Source: an optimization exercise on an open RTL-to-GDS flow (aim: small area, a short achievable clock period and few clock cycles per item). Production flows keep margins and buffers that such runs may drop.
Only simulation tests tie the RTL to the original design; equivalence was not proved.

before:
Design fxu64, start of the top module:
module fxu64 (
    input  wire        clk,
    input  wire        rst,
    input  wire        cmd_valid,
    output wire        cmd_ready,
    input  wire [7:0]  cmd_op,
    input  wire [63:0] cmd_a,
    input  wire [63:0] cmd_b,
    input  wire [63:0] cmd_c,
    output wire        busy,
    output reg         done,
    output reg  [63:0] r0,
    output reg  [63:0] r1,
    output reg  [63:0] r2,
    output reg  [7:0]  status
);
Size: about 8600 cells after synthesis, roughly 65000 sq um of cells after synthesis.
clock: 15.0 ns
lec_check: 0
cap_margin: 35
core_margin: 2
core_utilization: 35
place_density: 0.5
slew_margin: 35
standard.sh (not shown) runs the stock make flow with config.mk's settings and CLKGATE_MAP_FILE= SYNTH_SCRIPT=/design/flow/synth_recipe.tcl, a recipe that flattens the netlist after the stock synthesis.
==> flow/flow/run.sh <==
#!/bin/bash
# Own flow: the standard layout (standard.sh: standard synthesis, floorplan,
# placement, CTS, routing, finish), unchanged except for two ORFS knobs:
#  - every input and output port still gets its own buffer, but buffer_ports
#    uses sky130_fd_sc_hd__buf_1 instead of its default delay buffer.
# The clock, the SDC and everything else are the standard flow's. make's full output goes
# to run_standard.log; each ORFS step keeps its own log under orfs/logs.
set -euo pipefail
bash standard.sh SETUP_SLACK_MARGIN=8.3 "BUFFER_PORTS_ARGS=-buffer_cell sky130_fd_sc_hd__buf_1" finish > run_standard.log 2>&1
Testbench counts of before, summed over its fixed seeds: cycles 34,829, commands 2,400.
For after, these inputs were changed with respect to before:
--- a/flow/design.v
+++ b/flow/design.v
@@ -144,23 +144,22 @@
     wire [72:0] c2 = {((q3v & q4v) | (q3v & q5v) | (q4v & q5v)), 1'b0};
     wire [72:0] s3 = s1 ^ c1 ^ s2;
     wire [72:0] c3 = {((s1 & c1) | (s1 & s2) | (c1 & s2)), 1'b0};
     wire [72:0] s4 = s3 ^ c3 ^ c2;
     wire [72:0] c4 = {((s3 & c3) | (s3 & c2) | (c3 & c2)), 1'b0};
     wire [72:0] tm;
     wire        tm_co;
     fxu64_bkadd #(.W(73), .L(7)) u_madd (.a(s4), .b(c4), .ci(bneg[0]), .s(tm), .co(tm_co));
-    reg         c_fadd, c_fd, c_first;
+    reg         c_fadd, c_fd;
     reg  [1:0]  bb;
     wire        dv_q0;
     always @(posedge clk) begin
         c_fadd <= !busy_r && i_fadd;
         c_fd   <= busy_r && st_it && last && o_fdiv;
-        c_first <= busy_r && st_pre;
         if (!busy_r)
             bb <= (i_fadd || i_fsub || i_fcmp) ? cmd_a[1:0] : i_shdiv ? cmd_a[63:62] : 2'b00;
         else if (st_pre)
             bb <= o_fdiv ? n128[63:62] : n128[127:126];
         else if (st_it && !last)
             bb <= dq[125:124];
         else
             bb <= {st_it && o_fdiv && dv_q0, 1'b0};
@@ -187,19 +186,16 @@
     wire [1:0]  qa  = {ka2, ka3 | (ka1 & !ka2)};
     wire [63:0]  dv_r = ra;
     wire [127:0] dv_q = {dq[125:0], qa};
     assign dv_q0 = dv_q[0];
     wire         n128_s;
     wire         n128_c;
     wire [127:0] n128;
     fxu64_cinc #(.W(128)) u_neg (.x(dq), .inv(n128_s), .ci(n128_c), .y(n128));
-    always @(posedge clk)
-        if (c_first)
-            fbig <= (xa[63:32] == 32'd0) && (acc[31:0] >= xa[31:0]);
     wire [63:0] dmag = sd ? t[63:0] : xa;
     always @(posedge clk) begin
         if (!busy_r) begin
             o_mulw   <= i_mulw;
             o_fmul   <= i_fmul;
             o_divw   <= i_divw;
             o_shdiv  <= i_shdiv;
             o_fdiv   <= i_fdiv;
@@ -247,16 +243,17 @@
             else if (i_fdiv)
                 dq <= {{32{cmd_a[63]}}, cmd_a, 32'd0};
             else
                 dq <= {cmd_b, cmd_b};
         end else if (st_pre) begin
             dq   <= o_fdiv ? {n128[63:0], 64'd0} : n128;
             acc  <= o_fdiv ? {1'b0, n128[127:64]} : 65'd0;
             xa   <= dmag;
+            fbig <= (dmag[63:32] == 32'd0) && (n128[95:64] >= dmag[31:0]);
         end else if (mul_it) begin
             acc   <= tm[72:8];
             dq    <= {dq[127:64], tm[7:0], dq[63:8]};
             {bneg, btwo, bone} <= bdec(dq[15:7]);
         end else begin
             acc <= (last && !o_fdiv) ? 65'd0 : {1'b0, dv_r};
             dq  <= dv_q;
             if (div_it && last && !o_fdiv)
## What came out
- Going from before to after, the cell area was found to have gone up by 1900 sq um.
- Going from before to after, final cell count +166, wire length of the first global-routing pass +11000 microns.
- after ended with more share of cells above drive strength 1 than before.
- Diff before -> after: share of the synthesized netlist area taken by xor and xnor gates dropped 0.30 points; number of inserted diodes shrank by 19.
- Between before and after, the total clock sinks does not differ in any meaningful way.
- Synthesis-to-finish area growth | after above before
- [after] clock-buffer cell count rose 6 relative to before
- From before to after the numbers moved as follows: number of placement rows went up 1.3%, overall die area went up 1.8%, worst slew margin relative to its limit went up 1.3 points.
Testbench counts of after, summed over its fixed seeds: cycles 34,829, commands 2,400.

==> re-timing with driven ports <==
The results above use ideal ports. As a check the final layouts listed here were re-extracted and re-timed, cells and wires unchanged. Step 1 sets driving cells, clkbuf_16 on the clock port and buf_2 on the other inputs (assumed; they add their load-dependent delay and slew). Step 2 moves the port delays by t, midway between the first and last clock arrival at a register: inputs arrive t later, outputs are due t later. That takes back most of the time a late clock gives input paths. a / b / c = ideal ports / drivers / drivers and shift; a / b = the first two.
run | t, ns | setup slack, ns | clock arrival spread, ns | pins driven straight from the clock port
before | 0.839 | 7.943 / 7.976 / 7.184 | 0.054 / 0.054 | 1
after | 0.887 | 8.038 / 8.038 / 7.555 | 0.055 / 0.055 | 1
After both steps every run listed still meets setup and hold. For before, which loses most, drivers alone change the setup slack by +0.033 ns; drivers and shift together by -0.759 ns.
